This is an optimization exercise on Yosys and OpenROAD, whose aim is small area, a short achievable clock period and few clock cycles per item, not a production implementation.
The RTL was checked by simulation tests, not by an equivalence proof against the original design.
Power figures rest on the tool's default switching activity, not on a simulated workload.

==> flow/constraint.sdc <==
create_clock -name core_clock -period 190.0 [get_ports {clk}]
set_input_delay 38.0000 -clock core_clock [delete_from_list [all_inputs] [get_ports {clk}]]
set_output_delay 38.0000 -clock core_clock [all_outputs]
set_load 0.01 [all_outputs]
==> flow/config.mk <==
export PLATFORM = sky130hd
export DESIGN_NAME = aca_alu
export DESIGN_NICKNAME = aca_alu
export VERILOG_FILES = /design/flow/design.v
export SDC_FILE = /design/flow/constraint.sdc
export NUM_CORES = 4
export LEC_CHECK = 0
export CAP_MARGIN = 20
export CORE_MARGIN = 2
export CORE_UTILIZATION = 30
export SLEW_MARGIN = 20
==> flow/run.sh <==
#!/bin/bash
# synth_recipe.tcl (not shown) runs the flow's synth.tcl, then flattens the netlist and writes it again
# the make line also repeats each setting of config.mk as NAME=value (left out here)
make -C /OpenROAD-flow-scripts/flow DESIGN_CONFIG=/design/flow/config.mk WORK_HOME=/design/flow/orfs CLKGATE_MAP_FILE= SYNTH_SCRIPT=/design/flow/synth_recipe.tcl finish
==> flow/design.v <==
module aca_alu (
    input  wire        clk,
    input  wire        rst,         
    input  wire        in_valid,
    output wire        in_ready,
    input  wire [4:0]  in_op,
    input  wire [31:0] in_a,
    input  wire [31:0] in_b,
    input  wire [4:0]  in_tag,
    output reg         out_valid,
    input  wire        out_ready,
    output reg  [31:0] out_value,
    output reg  [1:0]  out_fault,
    output reg  [4:0]  out_tag
);
    localparam [4:0] OP_ADD  = 5'h01;
    localparam [4:0] OP_SUB  = 5'h02;
    localparam [4:0] OP_MUL  = 5'h03;
    localparam [4:0] OP_DIV  = 5'h04;
    localparam [4:0] OP_IDIV = 5'h05;
    localparam [4:0] OP_MOD  = 5'h06;
    localparam [4:0] OP_ADDI = 5'h08;
    localparam [4:0] OP_BEQ  = 5'h18;
    localparam [4:0] OP_J    = 5'h1C;
    localparam [1:0] F_NONE  = 2'd0;
    localparam [1:0] F_ARITH = 2'd1;    
    localparam [1:0] F_UNSUP = 2'd2;    
    wire        a_neg = in_a[31];
    wire        b_neg = in_b[31];
    wire [31:0] a_mag = a_neg ? (~in_a + 32'd1) : in_a;
    wire [31:0] b_mag = b_neg ? (~in_b + 32'd1) : in_b;
    reg  [31:0] q_mag;
    reg  [32:0] r_mag;
    integer     i;
    always @(*) begin
        r_mag = 33'd0;
        q_mag = 32'd0;
        for (i = 31; i >= 0; i = i - 1) begin
            r_mag = {r_mag[31:0], a_mag[i]};
            if (r_mag >= {1'b0, b_mag}) begin
                r_mag    = r_mag - {1'b0, b_mag};
                q_mag[i] = 1'b1;
            end
        end
    end
    wire [31:0] quot = (a_neg ^ b_neg) ? (~q_mag + 32'd1) : q_mag;
    wire [31:0] rem  = a_neg ? (~r_mag[31:0] + 32'd1) : r_mag[31:0];
    reg [31:0] value;
    reg [1:0]  fault;
    always @(*) begin
        value = 32'd0;
        fault = F_NONE;
        case (in_op)
            OP_ADD, OP_ADDI: value = in_a + in_b;
            OP_SUB:          value = in_a - in_b;
            OP_MUL:          value = in_a * in_b;
            OP_DIV, OP_IDIV: begin
                value = quot;
                if (in_b == 32'd0) fault = F_ARITH;
            end
            OP_MOD: begin
                value = rem;
                if (in_b == 32'd0) fault = F_ARITH;
            end
            OP_BEQ:          value = {31'd0, in_a == in_b};
            OP_J:            value = 32'd1;
            default:         fault = F_UNSUP;
        endcase
    end
    assign in_ready = !out_valid || out_ready;
    always @(posedge clk) begin
        if (rst) begin
            out_valid <= 1'b0;
        end else if (in_ready) begin
            out_valid <= in_valid;
        end
    end
    always @(posedge clk) begin
        if (in_valid && in_ready) begin
            out_value <= value;
            out_fault <= fault;
            out_tag   <= in_tag;
        end
    end
endmodule
==> run_summary.xml <==
<?xml version="1.0" encoding="UTF-8"?>
<metrics>
  <group name="outcome">
    <metric name="run_status" unit="">timing/DRC/antenna clean</metric>
  </group>
  <group name="floorplan">
    <metric name="die_area" unit="sq mm">0.276</metric>
    <metric name="die_ht" unit="microns">525</metric>
    <metric name="floorplan.die.width" unit="microns">525</metric>
    <metric name="row_count" unit="">191</metric>
    <metric name="number_of_top_level_pins" unit="">119</metric>
    <metric name="fp.coreArea" unit="sq mm">0.271</metric>
    <metric name="floorplan.initialDensity" unit="%">30.1</metric>
  </group>
  <group name="sta">
    <metric name="final-hold-violation-count" unit="">0</metric>
    <metric name="skew" unit="ns">0.0224</metric>
    <metric name="layout_min_cycle_time" unit="ns">177.86</metric>
    <metric name="drv_slew" unit="">0</metric>
    <metric name="maxClockFrequency" unit="MHz">5.62</metric>
    <metric name="slew_headroom" unit="%">18.9</metric>
    <metric name="setup_tns_after_final_layout" unit="ns">0</metric>
    <metric name="setup_viol_count_final" unit="">0</metric>
    <metric name="crit_share_post_route" unit="%">93.6</metric>
    <metric name="slew_worst_pin" unit="ns">1.21</metric>
    <metric name="fin_hold_ws" unit="ns">0.532</metric>
  </group>
  <group name="synthesis">
    <metric name="synth-simple-area-share" unit="%">18.4</metric>
    <metric name="synth.largest_area_cell" unit="">sky130_fd_sc_hd__ha_1</metric>
    <metric name="ys.warnings.count" unit="">1</metric>
    <metric name="netlist_instances" unit="">11100</metric>
    <metric name="synth_mux_area_share" unit="%">9.80</metric>
    <metric name="yosys-top-cells-count" unit="">sky130_fd_sc_hd__ha_1, sky130_fd_sc_hd__inv_1, sky130_fd_sc_hd__nand2_1</metric>
    <metric name="netlist.area_leader.share" unit="%">18.1</metric>
    <metric name="post-synth-top-count-cell" unit="">sky130_fd_sc_hd__ha_1</metric>
    <metric name="post_synth_instance_area" unit="sq mm">0.0815</metric>
    <metric name="synthXorXnorAreaFrac" unit="%">9.50</metric>
    <metric name="synth_adder_area_share" unit="%">29.0</metric>
    <metric name="synth_cell_types" unit="">127</metric>
    <metric name="synthFlopType" unit="">sky130_fd_sc_hd__edfxtp_1</metric>
    <metric name="synth_compound_gate_area_share" unit="%">24.7</metric>
    <metric name="mappedNetlistNets" unit="">12800</metric>
    <metric name="synth_seq_cells" unit="">40</metric>
    <metric name="yosysSeqAreaShare" unit="%">1.46</metric>
    <metric name="synth_top_family_by_area" unit="">adder cells</metric>
    <metric name="async_flop_share" unit="%">0</metric>
    <metric name="post_synth_main_area_contributors" unit="">sky130_fd_sc_hd__ha_1, sky130_fd_sc_hd__fa_1, sky130_fd_sc_hd__mux2_2, sky130_fd_sc_hd__xnor2_1, sky130_fd_sc_hd__inv_1</metric>
    <metric name="syn_avg_cell_area" unit="sq um">7.37</metric>
    <metric name="synth_enable_flop_cells" unit="">39</metric>
  </group>
  <group name="pwr">
    <metric name="powerDensity" unit="mW/mm^2">2490</metric>
    <metric name="power_in_combinational_cells" unit="mW">244</metric>
    <metric name="p_leak" unit="nW">48.4</metric>
    <metric name="power_frac_clock" unit="%">0</metric>
    <metric name="vdd_drop_max" unit="uV">6470</metric>
    <metric name="power.switching" unit="mW">135</metric>
    <metric name="comb_power_share" unit="%">100.0</metric>
    <metric name="dominant_power_group" unit="">combinational logic</metric>
    <metric name="power.clock.total" unit="mW">0.0117</metric>
    <metric name="power.internal" unit="mW">109</metric>
    <metric name="swShare" unit="%">55.2</metric>
    <metric name="seq-power" unit="mW">0.0693</metric>
    <metric name="sequentialPowerShare" unit="%">0</metric>
  </group>
  <group name="critical_path">
    <metric name="cp_data_required_time" unit="ns">190.08</metric>
    <metric name="critical_path.startpoint_type" unit="">primary input</metric>
    <metric name="rr_worst_depth" unit="">3</metric>
    <metric name="critical_path_cell_count" unit="">1135</metric>
    <metric name="critical_path_arrival" unit="ns">177.93</metric>
    <metric name="critical-path-slowest-cell" unit="">sky130_fd_sc_hd__nor3b_1</metric>
    <metric name="delay_of_the_slowest_cell_on_the_worst_path" unit="ns">0.74</metric>
    <metric name="r2r_setup_slack" unit="ns">188.43</metric>
    <metric name="r2r_path_end" unit="">out_value[12]</metric>
    <metric name="cpMostUsedCell" unit="">sky130_fd_sc_hd__o21ai_1</metric>
    <metric name="cp_num_buf_inv" unit="">55</metric>
    <metric name="timing.rr.start" unit="">out_valid</metric>
    <metric name="cell_family_contributing_the_most_delay_on_the_critical_path" unit="">compound AO/OA/AOI/OAI gates</metric>
    <metric name="worstPathMaxFanout" unit="">24</metric>
    <metric name="timing.critical_path.to" unit="">out_value[28]</metric>
    <metric name="critPathLaunch" unit="">in_a[6]</metric>
    <metric name="category_of_the_worst_setup_path_capture_point" unit="">flip-flop</metric>
    <metric name="critical_path_class" unit="">primary input to flip-flop</metric>
  </group>
  <group name="final_layout">
    <metric name="final_nets" unit="">14000</metric>
    <metric name="finish.instance_area" unit="sq mm">0.0981</metric>
    <metric name="area.growth.synth_to_final" unit="%">20.4</metric>
    <metric name="layout_cells_sized_above_1" unit="%">19.3</metric>
    <metric name="utilization" unit="%">36.3</metric>
  </group>
  <group name="drt">
    <metric name="average_vias_per_placed_instance" unit="">5.57</metric>
    <metric name="drt-initial-drc-count" unit="">7603</metric>
    <metric name="post-route-drc-count" unit="">0</metric>
    <metric name="detailroute.via_count" unit="">88600</metric>
    <metric name="detail_route.wl_per_cell" unit="microns">22.8</metric>
    <metric name="antenna_left" unit="">0</metric>
    <metric name="first_pass_iters" unit="">6</metric>
    <metric name="wl" unit="mm">362</metric>
  </group>
  <group name="hold_path">
    <metric name="holdCritPathClass" unit="">flip-flop to flip-flop</metric>
    <metric name="min_to" unit="">out_valid</metric>
    <metric name="hold-path-cell-count" unit="">2</metric>
    <metric name="hold_start" unit="">out_valid</metric>
  </group>
  <group name="global_routing">
    <metric name="first_global_vias" unit="">84500</metric>
    <metric name="groute.usage.overall" unit="%">25.2</metric>
    <metric name="antenna_violations_before_repair" unit="">23</metric>
    <metric name="grt_start_max_net_pins" unit="">46</metric>
    <metric name="grt_remaining_overflow" unit="">0</metric>
    <metric name="grt_first_pass_wirelength" unit="mm">534</metric>
  </group>
  <group name="cts">
    <metric name="clk_transition_reported_paths" unit="ns">0.07</metric>
    <metric name="worst_skew_pair.late_latency" unit="ns">0.35</metric>
    <metric name="tritoncts" unit="">done</metric>
    <metric name="ctsHoldBuffers" unit="">0</metric>
    <metric name="cts-root-buf" unit="">sky130_fd_sc_hd__clkbuf_16</metric>
    <metric name="cts_inserted_buffers" unit="">5</metric>
    <metric name="cts_buffer_depth" unit="">2</metric>
    <metric name="ctsHtreeMaxLevel" unit="">2</metric>
    <metric name="cts_sinks" unit="">40</metric>
  </group>
  <group name="placed_design">
    <metric name="dp_hpwl" unit="mm">296</metric>
    <metric name="port_buffers" unit="">118</metric>
    <metric name="dp_area" unit="sq mm">0.0971</metric>
    <metric name="gp_congestion" unit="">1.03</metric>
  </group>
  <group name="run">
    <metric name="max-cap-violations" unit="">0</metric>
  </group>
</metrics>
-- sequential cells by signal, summed over array words and instances, names as in the netlist --
name	cells
out_value	32
out_tag	5
out_valid	1
out_fault	2
-- per-stage QoR --
stage / setup slack, ns / total power [mW] / std cells
after floorplan: 0.0324 / 180 / 11100
after global placement: 0.343 / 244 / 15900
after detailed placement: -1.90 / 243 / 15900
after CTS: 0.0471 / 244 / 15900
after global routing: -0.231 / 247 / 15900
final: 12.14 / 244 / 15900
-- metal layers --
layer	wire length, microns	share of wire [%]	GRT usage (%)
met1	158000	43	33.8
met4	19700	5.4	11.6
met3	28300	7.8	3.25
met5	74	0.020	0
met2	157000	43	39.8
-- layout make-up --
cell class	instances	area (sq um)
timing repair buffer	1597	12300
clock inverter	3	42.5
antenna	9	22.5
multi-input combinational	9519	75600
sequential	40	1190
inverter	1158	4350
clock buffer	5	125
tap	3570	4470
fill	28700	172000
-- layout by cell type, fill, tap and decap left out, types with 39 or more instances in the layout --
master	synthesis	routed
sky130_fd_sc_hd__inv_1	1153	1152
sky130_fd_sc_hd__a22oi_1	40	39
sky130_fd_sc_hd__or2_2	54	55
sky130_fd_sc_hd__a21o_1	338	338
sky130_fd_sc_hd__nor2b_1	91	91
sky130_fd_sc_hd__a21boi_1	3	102
sky130_fd_sc_hd__nand4_1	201	201
sky130_fd_sc_hd__o211ai_1	51	51
sky130_fd_sc_hd__or3_1	71	69
sky130_fd_sc_hd__nor2_1	903	894
sky130_fd_sc_hd__nand3_1	148	147
sky130_fd_sc_hd__xor2_1	268	266
sky130_fd_sc_hd__nor3_1	171	161
sky130_fd_sc_hd__a211oi_1	81	72
sky130_fd_sc_hd__nand2b_1	98	98
sky130_fd_sc_hd__o21bai_1	139	138
sky130_fd_sc_hd__o21a_1	108	107
sky130_fd_sc_hd__a221o_1	41	41
sky130_fd_sc_hd__o221ai_1	46	45
sky130_fd_sc_hd__mux2i_1	183	156
sky130_fd_sc_hd__and2_1	124	123
sky130_fd_sc_hd__buf_4	38	1473
sky130_fd_sc_hd__nor4_1	63	55
sky130_fd_sc_hd__xnor2_1	616	587
sky130_fd_sc_hd__a31oi_1	69	62
sky130_fd_sc_hd__ha_1	1182	1180
sky130_fd_sc_hd__a21oi_1	811	796
sky130_fd_sc_hd__o31ai_1	61	51
sky130_fd_sc_hd__nand2_1	1076	1075
sky130_fd_sc_hd__edfxtp_1	39	39
sky130_fd_sc_hd__o21ai_1	11	186
sky130_fd_sc_hd__and3_1	64	63
sky130_fd_sc_hd__clkdlybuf4s50_1	0	106
sky130_fd_sc_hd__a21boi_0	198	87
sky130_fd_sc_hd__mux2_2	536	536
sky130_fd_sc_hd__fa_1	441	441
sky130_fd_sc_hd__o21ai_0	707	522
-- kinds of logic (layout without fill, tap and decap cells) --
logic type,Yosys count,after routing
DFF,40,40
and+or+nand+nor,3205,3205
adders and majority gates,1623,1623
AOI/OAI and AO/OA,3078,3078
buffers and inverters,1497,2763
other,0,9
xor gates and xnor gates,884,884
muxes,729,729
-- what timing repair did --
action / CTS / global route
setup buffers: 14 / 12
pin swaps: 11 / 43
gates resized for setup: 52 / 379
endpoints found under the setup margin: 32 / 32
Testbench counts, summed over its fixed seeds: cycles 24,008, items 24,000.

[re-timing with driven ports]
In the flow no input, the clock included, has a driving cell. The finished layout below was timed again as built, in two steps.
Step 1 assumes that a clkbuf_16 drives the clock port and a buf_2 every other input.
Step 2 times the ports against the registers' clock, not the clock port: input delays grow and output delays shrink by t, the midpoint of the rising clock arrivals with the driver on.
Three values: no drivers, after step 1, after step 2; two values: the first two.
t (ns): 0.414
setup WS [ns]: 12.144 / 12.191 / 11.777
worst slew at a driven data input, ns: 0.15
pins driven straight from the clock port: 1
After both steps setup and hold are still met in this run. The setup slack of this run moves by +0.047 ns with the drivers and by -0.367 ns with both steps.
